This design comes from an exercise in tuning for small area, a short achievable clock period and few clock cycles on the open sky130 flow, not from production work. No functional check of the RTL was part of this run. Power is estimated from default activity; no workload was simulated.

--- flow/design.v ---
module fcodec (
    input  wire         clk,
    input  wire         rst,             
    input  wire         cfg_variant_b,   
    input  wire         cfg_deadline,    
    input  wire [3:0]   cfg_retry_limit, 
    input  wire         cfg_rx_verify,
    input  wire         cfg_rx_unstuff,
    input  wire         cfg_b_countbyte, 
    input  wire         cmd_valid,
    output wire         cmd_ready,
    input  wire [7:0]   cmd_op,
    input  wire [2:0]   cmd_name,
    input  wire [7:0]   cmd_dev,
    input  wire [3:0]   cmd_count,
    input  wire [95:0]  cmd_values,      
    output reg          busy,
    output reg          done,
    output reg          err,
    output reg  [3:0]   fault,
    output reg  [1:0]   finfo,
    output reg  [2:0]   rcount,
    output reg          rvalid,
    output wire [101:0] rv,              
    output wire         tx_valid,
    input  wire         tx_ready,
    output wire [7:0]   tx_data,
    output wire         tx_last,
    input  wire         tx_fail,         
    output wire         rx_req,          
    input  wire         rx_valid,
    input  wire [7:0]   rx_data,
    input  wire         rx_end,          
    input  wire [1:0]   rx_status        
);
    localparam [3:0] F_NONE = 4'd0, F_UNKNOWN = 4'd1, F_TIMEOUT = 4'd2,
                     F_TRANSPORT = 4'd3, F_MALFORMED = 4'd4, F_BADCOUNT = 4'd5,
                     F_CHECKSUM = 4'd6, F_ILLEGAL = 4'd7;
    localparam [7:0] OP_WRREG = 8'h01, OP_RDREG = 8'h02, OP_RESET = 8'h0F;
    localparam [2:0] S_IDLE = 3'd0, S_CHECK = 3'd1, S_BUILD = 3'd2, S_SEND = 3'd3,
                     S_RXREQ = 3'd4, S_RXWAIT = 3'd5, S_DECODE = 3'd6, S_COMMIT = 3'd7;
    reg [2:0]  seq;
    reg [7:0]  op_r;
    reg [2:0]  name_r;
    reg [7:0]  dev_r;
    reg [3:0]  count_r;
    reg [15:0] wv [0:5];
    reg        sb;
    reg        nsb2;         
    reg [3:0]  tries;
    reg [15:0] addr_r;
    reg        cls_r;        
    reg        sent_ok;      
    reg [7:0]  txbuf [0:37];
    reg [5:0]  txlen;
    reg [4:0]  bidx;         
    reg [5:0]  tpos;         
    reg        esc_pend;     
    reg [7:0]  acc;          
    reg [5:0]  sidx;         
    reg [7:0]  rxbuf [0:63];
    reg [6:0]  rxlen;
    reg [6:0]  didx;
    reg        found;
    reg [6:0]  kpos;
    reg        escp;
    reg [7:0]  dsum;
    reg [7:0]  kcks;
    reg [15:0] stg [0:5];
    reg [16:0] rvr [0:5];
    integer i;
    assign cmd_ready = ~busy;
    genvar g;
    generate
        for (g = 0; g < 6; g = g + 1) begin : g_rv
            assign rv[17*g +: 17] = rvr[g];
        end
    endgenerate
    reg        lk_hit;
    reg [15:0] lk_addr;
    reg        lk_cls;
    always @(*) begin
        lk_hit  = 1'b1;
        lk_cls  = 1'b0;
        lk_addr = 16'd0;
        case (name_r)
            3'd0: lk_addr = 16'd1486;                
            3'd1: lk_addr = 16'd1498;                
            3'd2: lk_addr = 16'd1522;                
            3'd3: lk_addr = 16'd1546;                
            3'd4: begin lk_addr = 16'd1582; lk_cls = 1'b1; end   
            default: lk_hit = 1'b0;
        endcase
    end
    wire        is_wr   = (op_r == OP_WRREG);
    wire [15:0] sb_addr = addr_r + (sb ? 16'd8 : 16'd0);
    wire [16:0] id_a    = {1'b0, sb_addr} + (is_wr ? 17'd4096 : 17'd0);
    wire [3:0]  nv_b    = sb ? (count_r - 4'd4) : ((count_r > 4'd4) ? 4'd4 : count_r);
    reg [4:0] ulen;
    reg [4:0] cks_idx;
    always @(*) begin
        if (cfg_variant_b) begin
            ulen    = 5'd21;
            cks_idx = 5'd18;
        end else if (is_wr) begin
            ulen    = 5'd8 + {count_r, 1'b0};
            cks_idx = 5'd7 + {count_r, 1'b0};
        end else begin
            ulen    = 5'd9;
            cks_idx = 5'd8;
        end
    end
    reg [7:0] ub;
    reg [4:0] vk;
    reg [15:0] vv;
    always @(*) begin
        ub = 8'h00;
        vk = 5'd0;
        vv = 16'd0;
        if (!cfg_variant_b) begin
            case (bidx)
                5'd0: ub = 8'hEB;
                5'd1: ub = 8'h90;
                5'd2: ub = dev_r;
                5'd3: ub = is_wr ? ({3'b000, count_r, 1'b0} + 8'd3) : 8'h03;
                5'd4: ub = is_wr ? 8'h12 : 8'h11;
                5'd5: ub = addr_r[7:0];
                5'd6: ub = addr_r[15:8];
                default: begin
                    if (bidx == cks_idx) begin
                        ub = acc;
                    end else if (!is_wr) begin
                        ub = 8'h0C;
                    end else begin
                        vk = (bidx - 5'd7) >> 1;
                        vv = wv[vk[2:0]];
                        ub = bidx[0] ? vv[7:0] : vv[15:8];
                    end
                end
            endcase
        end else begin
            case (bidx)
                5'd0, 5'd1:   ub = 8'hAA;
                5'd2:         ub = 8'hFF;
                5'd3:         ub = {id_a[1:0], 6'h3F};
                5'd4:         ub = id_a[9:2];
                5'd5:         ub = {1'b0, id_a[16:10]};
                5'd14:        ub = is_wr ? {3'b000, nv_b, 1'b0} : (cfg_b_countbyte ? 8'd1 : 8'd0);
                5'd15:        ub = 8'h00;
                5'd16:        ub = 8'h01;
                5'd17:        ub = 8'h00;
                5'd18:        ub = acc;
                5'd19, 5'd20: ub = 8'h55;
                default: begin
                    vk = (bidx - 5'd6) >> 1;
                    if (is_wr) begin
                        if (vk < {1'b0, nv_b}) begin
                            vv = wv[(sb ? 3'd4 : 3'd0) + vk[2:0]];
                            ub = bidx[0] ? vv[15:8] : vv[7:0];
                        end
                    end else if (cfg_b_countbyte && bidx == 5'd6) begin
                        ub = sb ? 8'd4 : 8'd8;
                    end
                end
            endcase
        end
    end
    wire ub_reserved = (ub == 8'hAA) || (ub == 8'h55) || (ub == 8'hA5);
    wire in_stuff    = cfg_variant_b && (bidx >= 5'd2) && (bidx <= 5'd18);
    wire in_cks      = (bidx >= 5'd2) && (bidx < cks_idx);
    wire [7:0] db = rxbuf[didx[5:0]];
    reg        d_emit;
    reg        d_found_n;
    reg        d_escp_n;
    always @(*) begin
        d_emit    = 1'b0;
        d_found_n = found;
        d_escp_n  = escp;
        if (!cfg_variant_b) begin
            d_emit = 1'b1;
        end else if (!found) begin
            if (db == 8'hAA) begin
                d_emit    = 1'b1;
                d_found_n = 1'b1;
            end
        end else if (cfg_rx_unstuff && (kpos >= 7'd2) && !escp && (db == 8'hA5)) begin
            d_escp_n = 1'b1;
        end else begin
            d_emit   = 1'b1;
            d_escp_n = 1'b0;
        end
    end
    wire [6:0] fld_lo   = cfg_variant_b ? 7'd6  : 7'd7;
    wire [6:0] fld_hi   = cfg_variant_b ? 7'd13 : 7'd18;
    wire [6:0] sum_hi   = cfg_variant_b ? 7'd17 : 7'd18;
    wire [6:0] kcks_pos = cfg_variant_b ? 7'd18 : 7'd19;
    wire [6:0] need     = cfg_variant_b ? (cfg_rx_verify ? 7'd19 : 7'd14)
                                        : (cfg_rx_verify ? 7'd20 : 7'd19);
    wire [6:0] frel     = kpos - fld_lo;
    wire [2:0] fidx     = frel[3:1];
    function [16:0] sanitize;
        input        cls;
        input [15:0] u;
        begin
            if (!cls)
                sanitize = (u > 16'd6000) ? 17'd0 : {1'b0, u};
            else
                sanitize = (u > 16'd32768) ? {1'b1, u} : {1'b0, u};
        end
    endfunction
    assign tx_valid = (seq == S_SEND);
    assign tx_data  = txbuf[sidx];
    assign tx_last  = (sidx == txlen - 6'd1);
    assign rx_req   = (seq == S_RXREQ);
    task finish_fault;
        input [3:0] code;
        begin
            fault <= code;
            finfo <= {sent_ok, sb};
            err   <= 1'b1;
            done  <= 1'b1;
            busy  <= 1'b0;
            seq   <= S_IDLE;
        end
    endtask
    task start_build;
        begin
            bidx     <= 5'd0;
            tpos     <= 6'd0;
            esc_pend <= 1'b0;
            acc      <= 8'd0;
            seq      <= S_BUILD;
        end
    endtask
    always @(posedge clk) begin
        if (rst || (cmd_valid && cmd_op == OP_RESET)) begin
            seq     <= S_IDLE;
            busy    <= 1'b0;
            done    <= 1'b0;
            err     <= 1'b0;
            fault   <= F_NONE;
            finfo   <= 2'd0;
            rcount  <= 3'd0;
            rvalid  <= 1'b0;
            op_r    <= 8'd0;
            name_r  <= 3'd0;
            dev_r   <= 8'd0;
            count_r <= 4'd0;
            sb      <= 1'b0;
            nsb2    <= 1'b0;
            tries   <= 4'd0;
            addr_r  <= 16'd0;
            cls_r   <= 1'b0;
            sent_ok <= 1'b0;
            txlen   <= 6'd0;
            rxlen   <= 7'd0;
            acc     <= 8'd0;
            escp    <= 1'b0;
            sidx    <= 6'd0;
        end else begin
            case (seq)
                S_IDLE: begin
                    if (cmd_valid) begin
                        op_r    <= cmd_op;
                        name_r  <= cmd_name;
                        dev_r   <= cmd_dev;
                        count_r <= cmd_count;
                        for (i = 0; i < 6; i = i + 1)
                            wv[i] <= cmd_values[16*i +: 16];
                        busy    <= 1'b1;
                        done    <= 1'b0;
                        err     <= 1'b0;
                        fault   <= F_NONE;
                        finfo   <= 2'd0;
                        rvalid  <= 1'b0;
                        rcount  <= 3'd0;
                        sb      <= 1'b0;
                        sent_ok <= 1'b0;
                        seq     <= S_CHECK;
                    end
                end
                S_CHECK: begin
                    if (op_r != OP_WRREG && op_r != OP_RDREG) begin
                        finish_fault(F_ILLEGAL);
                    end else if (count_r == 4'd0 || count_r > 4'd6) begin
                        finish_fault(F_BADCOUNT);
                    end else if (!lk_hit) begin
                        finish_fault(F_UNKNOWN);
                    end else begin
                        addr_r <= lk_addr;
                        cls_r  <= lk_cls;
                        nsb2   <= cfg_variant_b && (count_r > 4'd4);
                        start_build;
                    end
                end
                S_BUILD: begin
                    if (in_stuff && ub_reserved && !esc_pend) begin
                        txbuf[tpos] <= 8'hA5;
                        tpos        <= tpos + 6'd1;
                        esc_pend    <= 1'b1;
                    end else begin
                        txbuf[tpos] <= ub;
                        tpos        <= tpos + 6'd1;
                        esc_pend    <= 1'b0;
                        if (in_cks)
                            acc <= acc + ub;
                        if (bidx == ulen - 5'd1) begin
                            txlen <= tpos + 6'd1;
                            sidx  <= 6'd0;
                            seq   <= S_SEND;
                        end else begin
                            bidx <= bidx + 5'd1;
                        end
                    end
                end
                S_SEND: begin
                    if (tx_ready) begin
                        sidx <= sidx + 6'd1;
                        if (tx_last) begin
                            if (tx_fail) begin
                                finish_fault(F_TRANSPORT);
                            end else begin
                                sent_ok <= 1'b1;
                                tries   <= 4'd0;
                                seq     <= S_RXREQ;
                            end
                        end
                    end
                end
                S_RXREQ: begin
                    rxlen <= 7'd0;
                    seq   <= S_RXWAIT;
                end
                S_RXWAIT: begin
                    if (rx_valid) begin
                        if (rxlen < 7'd64) begin
                            rxbuf[rxlen[5:0]] <= rx_data;
                            rxlen <= rxlen + 7'd1;
                        end
                    end else if (rx_end) begin
                        if (rx_status[1]) begin
                            finish_fault(F_TRANSPORT);
                        end else if (rx_status[0] || rxlen == 7'd0) begin
                            if (cfg_deadline) begin
                                finish_fault(F_TIMEOUT);
                            end else if (cfg_retry_limit != 4'd0 &&
                                         ({1'b0, tries} + 5'd1) >= {1'b0, cfg_retry_limit}) begin
                                finish_fault(F_TIMEOUT);
                            end else begin
                                tries <= tries + 4'd1;
                                seq   <= S_RXREQ;
                            end
                        end else if (is_wr) begin
                            if (!sb && nsb2) begin
                                sb <= 1'b1;
                                start_build;
                            end else begin
                                done <= 1'b1;
                                busy <= 1'b0;
                                seq  <= S_IDLE;
                            end
                        end else begin
                            didx  <= 7'd0;
                            found <= 1'b0;
                            kpos  <= 7'd0;
                            escp  <= 1'b0;
                            dsum  <= 8'd0;
                            kcks  <= 8'd0;
                            seq   <= S_DECODE;
                        end
                    end
                end
                S_DECODE: begin
                    if (didx < rxlen) begin
                        didx  <= didx + 7'd1;
                        found <= d_found_n;
                        escp  <= d_escp_n;
                        if (d_emit) begin
                            kpos <= kpos + 7'd1;
                            if (kpos >= 7'd2 && kpos <= sum_hi)
                                dsum <= dsum + db;
                            if (kpos == kcks_pos)
                                kcks <= db;
                            if (kpos >= fld_lo && kpos <= fld_hi) begin
                                if (!cfg_variant_b) begin
                                    if (frel[0]) stg[fidx][15:8] <= db;
                                    else         stg[fidx][7:0]  <= db;
                                end else if (!sb) begin
                                    if (frel[0]) stg[fidx][15:8] <= db;
                                    else         stg[fidx][7:0]  <= db;
                                end else if (fidx < 3'd2) begin
                                    if (frel[0]) stg[fidx + 3'd4][15:8] <= db;
                                    else         stg[fidx + 3'd4][7:0]  <= db;
                                end
                            end
                        end
                    end else begin
                        if (cfg_variant_b && !found) begin
                            finish_fault(F_MALFORMED);
                        end else if (kpos < need) begin
                            finish_fault(F_MALFORMED);
                        end else if (cfg_rx_verify && dsum != kcks) begin
                            finish_fault(F_CHECKSUM);
                        end else if (!sb && nsb2) begin
                            sb <= 1'b1;
                            start_build;
                        end else begin
                            seq <= S_COMMIT;
                        end
                    end
                end
                S_COMMIT: begin
                    for (i = 0; i < 6; i = i + 1)
                        if (i < count_r)
                            rvr[i] <= sanitize(cls_r, stg[i]);
                    rcount <= count_r[2:0];
                    rvalid <= 1'b1;
                    done   <= 1'b1;
                    busy   <= 1'b0;
                    seq    <= S_IDLE;
                end
                default: seq <= S_IDLE;
            endcase
        end
    end
endmodule
--- flow/run.sh ---
#!/bin/bash
# synth_recipe.tcl (not shown) runs the flow's synth.tcl, then flattens the netlist and writes it again
# the make line also repeats each setting of config.mk as NAME=value (left out here)
make -C /OpenROAD-flow-scripts/flow DESIGN_CONFIG=/design/flow/config.mk WORK_HOME=/design/flow/orfs CLKGATE_MAP_FILE= SYNTH_SCRIPT=/design/flow/synth_recipe.tcl finish
--- flow/config.mk ---
export PLATFORM = sky130hd
export DESIGN_NAME = fcodec
export DESIGN_NICKNAME = fcodec
export VERILOG_FILES = /design/flow/design.v
export SDC_FILE = /design/flow/constraint.sdc
export NUM_CORES = 4
export LEC_CHECK = 0
export CAP_MARGIN = 20
export CORE_MARGIN = 2
export CORE_UTILIZATION = 40
export PLACE_DENSITY = 0.6
export SLEW_MARGIN = 20
--- flow/constraint.sdc ---
create_clock -name core_clock -period 8.0 [get_ports {clk}]
set_input_delay 1.6000 -clock core_clock [delete_from_list [all_inputs] [get_ports {clk}]]
set_output_delay 1.6000 -clock core_clock [all_outputs]
set_load 0.01 [all_outputs]
==> run notes <==
[layout by cell type, fill, tap and decap left out, drive strengths merged, types with 22 or more instances in the layout]
cell           Yosys  final
clkinv             3     32
nand2b            22     22
dfxtp             93     93
nand2            149    149
nor3              35     35
nor4              36     36
ha                76     76
clkbuf           133    189
nand3             80     80
a21oi            118    118
mux2i             36     36
a211oi            24     24
and2              29     29
mux4             257    257
xor2              39     39
nor2b             91     91
buf               48     76
nor2             255    255
nand4             27     27
clkdlybuf4s50      0    261
edfxtp          1153   1153
xnor2             33     33
o21ai             65     65
inv               67     74
[metrics by stage]
stage               setup slack, ns  power [W]  instance area, sq um
finish                         1.78     0.0158                 61600
global route                   1.35     0.0163                 61600
CTS                            1.79     0.0159                 61600
detailed placement             1.66     0.0100                 57400
global placement               1.62     0.0100                 57400
floorplan                     0.799    0.00907                 52700
[logic make-up after synthesis]
logic type	synth area share
compound gates	0.0579
mux	0.121
xor+xnor	0.0124
fa+ha+maj	0.0188
simple gates	0.0784
other cells	0.0000712
flops	0.693
buf+inv	0.0189
[layout make-up]
| cell class | instances | area [sq um] |
|---|---|---|
| Fill cell | 11200 | 69500 |
| Sequential cell | 1246 | 36500 |
| Multi-Input combinational cell | 1733 | 15300 |
| Clock buffer | 189 | 3690 |
| Timing Repair Buffer | 337 | 3210 |
| Tap cell | 1755 | 2200 |
| Clock inverter | 41 | 439 |
| Inverter | 70 | 263 |
| Antenna cell | 7 | 17.5 |
[power by group]
| group | internal [W] | switching, W | leakage (nW) | total (W) |
|---|---|---|---|---|
| combinational | 0.000914 | 0.00155 | 6.57 | 0.00247 |
| sequential | 0.00727 | 0.000189 | 11.2 | 0.00746 |
| clock | 0.00333 | 0.00252 | 1.99 | 0.00586 |
[sequential cells by signal (all words and copies together) (netlist names), 6 cells and up, named ones only]
signal  count
acc         8
addr_r      7
dev_r       8
didx        7
dsum        8
kcks        8
kpos        7
op_r        8
rvr       102
rxbuf     512
rxlen       7
sidx        6
stg        96
tpos        6
txbuf     304
txlen       6
wv         96
[how the worst max path moves through the flow]
| stage | startpoint | end | slack (ns) |
|---|---|---|---|
| final | bidx[2] | acc[7] | 1.78 |
| after global routing | bidx[2] | acc[7] | 1.35 |
| after CTS | bidx[2] | acc[7] | 1.79 |
| after detailed placement | cfg_variant_b | acc[7] | 1.66 |
| after global placement | cfg_variant_b | acc[7] | 1.62 |
| after floorplan | cmd_valid | wv[0][0] | 0.80 |
[worst max-delay path, delay by kind of cell (launching register included)]
kind	cells	cell delay (ns)
AND/OR/NAND/NOR	5	2.05
AO/OA/AOI/OAI	8	1.43
adder cells (fa/ha/maj)	3	1.03
buffers and inverters	3	0.69
XOR/XNOR	2	0.62
flip-flops	1	0.32
[metal layers]
layer / track usage / routed length (um) / part of all wire / vias to the layer above
met3: 0.0499 / 9730 / 0.071 / 235
met4: 0.0721 / 4490 / 0.033 / 14
li1: - / - / - / 13400
met1: 0.277 / 58600 / 0.43 / 15400
met5: 0 / 96 / 0.00070 / -
met2: 0.315 / 64200 / 0.47 / 1090
==> impl_metrics.env <==
export IMPL_cts_buffer_depth=3
export IMPL_synth_edf_count=1153
export IMPL_layout_drive_gt1_share=0.158
export IMPL_syn_nets=3453
export IMPL_yosys_area_top_type_share=0.657
export IMPL_drt_first_pass_iters=7
export IMPL_yosys_warnings=3
export IMPL_track_usage=0.202
export IMPL_antenna_found_initial=12
export IMPL_setup_viol=0
export IMPL_wl_um=137000
export IMPL_cpMostUsedCell="ha_1"
export IMPL_path_clk_slew_ns=0.06
export IMPL_grt_pass1_wl_um=202000
export IMPL_fmax_mhz=161
export IMPL_final_nets=3742
export IMPL_io_pins=272
export IMPL_drtIter0Drc=3268
export IMPL_syn_cell_area_sq_mm=0.0527
export IMPL_async_flop_share=0
export IMPL_r2r_start="bidx[2]"
export IMPL_post_cts_resized=0
export IMPL_startpoint_type="flip-flop"
export IMPL_status="complete, no violations"
export IMPL_clk_latency_ns=0.77
export IMPL_gp_congestion=0.909
export IMPL_htreeDepth=4
export IMPL_finalNonFillerCells=5378
export IMPL_postCtsSetupBuffers=0
export IMPL_ff2ff_path_depth=21
export IMPL_fin_tns_setup_ns=0
export IMPL_finClkSkew_ns=0.0333
export IMPL_grt_ovfl_total=0
export IMPL_critPathSlowestCell="nor4b_1"
export IMPL_min_from="op_r[7]"
export IMPL_yosysTopAreaCell="edfxtp_1"
export IMPL_area_delta_synth_final_pct=16.9
export IMPL_start_util=0.402
export IMPL_syn_inst=3230
export IMPL_synth_flop_cell="edfxtp_1"
export IMPL_rsz0062_at_grt="false"
export IMPL_cts_buffers=131
export IMPL_worst_slew_pin_slew_ns=1.12
export IMPL_power_leakage_nw=19.8
export IMPL_hp_class="reg -> reg"
export IMPL_post_route_drc_count=0
export IMPL_cp_arrival_ns=6.90
export IMPL_hold_violations=0
export IMPL_postCtsHoldBufs=0
export IMPL_fin_crit_sh=0.777
export IMPL_hold_ws_ns=0.458
export IMPL_fin_crit_ns=6.22
export IMPL_cts_tree="yes"
export IMPL_reg2reg_slack_ns=1.78
export IMPL_fin_util=0.470
export IMPL_routedWlPerCell_um=25.5
export IMPL_crit_fanout=30
export IMPL_whs_path_depth=2
export IMPL_grt_pass1_vias=30100
export IMPL_ys_types=85
export IMPL_synth_most_common_cell="edfxtp_1"
export IMPL_slew_viol_final=0
export IMPL_dieHeight_um=367
export IMPL_required_ns=8.69
export IMPL_synth_common_cells="1153 x edfxtp_1, 257 x mux4_2, 255 x nor2_1"
export IMPL_grt_max_degree=65
export IMPL_dp_cells=5141
export IMPL_critPathMaxStageDelay_ns=0.65
export IMPL_endpoint_kind="flip-flop"
export IMPL_cts_root_buf="clkbuf_16"
export IMPL_vias=30200
export IMPL_cp_cell_sequence="buf_4 > ha_1 > xor2_1 > inv_1 > ha_1 > o211ai_1 > o311a_1 > nor4b_2 > nor4b_1 > nor2_1 > inv_1 > ha_1 > a21o_1 > a21oi_1 > o21bai_1 > a21oi_1 > o21ai_0 > xnor2_1 > nand2b_1 > or4_1 > o211ai_1"
export IMPL_r2r_end="acc[7]"
export IMPL_ys_ff_latch=1246
export IMPL_post_drt_via_cell_ratio=5.61
export IMPL_maxSlewHeadroom=0.248
export IMPL_max_cap_viol_count=0
export IMPL_irDropWorstVdd_mv=0.176
export IMPL_row_count=133
export IMPL_synth_area_leaders="edfxtp_1 66%, mux4_2 11%, dfxtp_1 3.5%, nor2_1 1.8%, ha_1 1.8%"
export IMPL_p_per_area_mw_per_mm2=256
export IMPL_fp_coreArea_sq_mm=0.131
export IMPL_numClockSinks=1246
export IMPL_ys_seq_area_frac=0.693
export IMPL_die_w_um=367
export IMPL_syn_avg_cell_area_sq_um=16.3
export IMPL_critical_path_class="reg -> reg"
export IMPL_dp_hpwl_um=93500
export IMPL_fp_dieArea_sq_mm=0.135
export IMPL_portBuffers=270
export IMPL_min_to="op_r[7]"
export IMPL_ant_nets=0

[port drivers added, routing unchanged]
How much do the figures lean on ideal ports? The routed layout below was timed once more, with nothing changed but the port constraints.
Step 1: set_driving_cell puts a clkbuf_16 on clk and a buf_2 on each other input, an assumption about the parent block.
Step 2 times the ports against the registers' clock, not the clock port: input delays grow and output delays shrink by t, the midpoint of the rising clock arrivals with the driver on.
a / b / c = ideal ports / drivers / drivers and shift; a / b = the first two.
t (ns): 0.834
setup slack, ns: 1.784 / 1.784 / 1.486
hold WS [ns]: 0.458 / 0.458 / 0.458
worst setup path after step 2: input to register
latest minus earliest clock arrival (ns): 0.042 / 0.042
After both steps this run still meets setup and hold. The setup slack of this run moves by 0.000 ns with the drivers and by -0.298 ns with both steps.
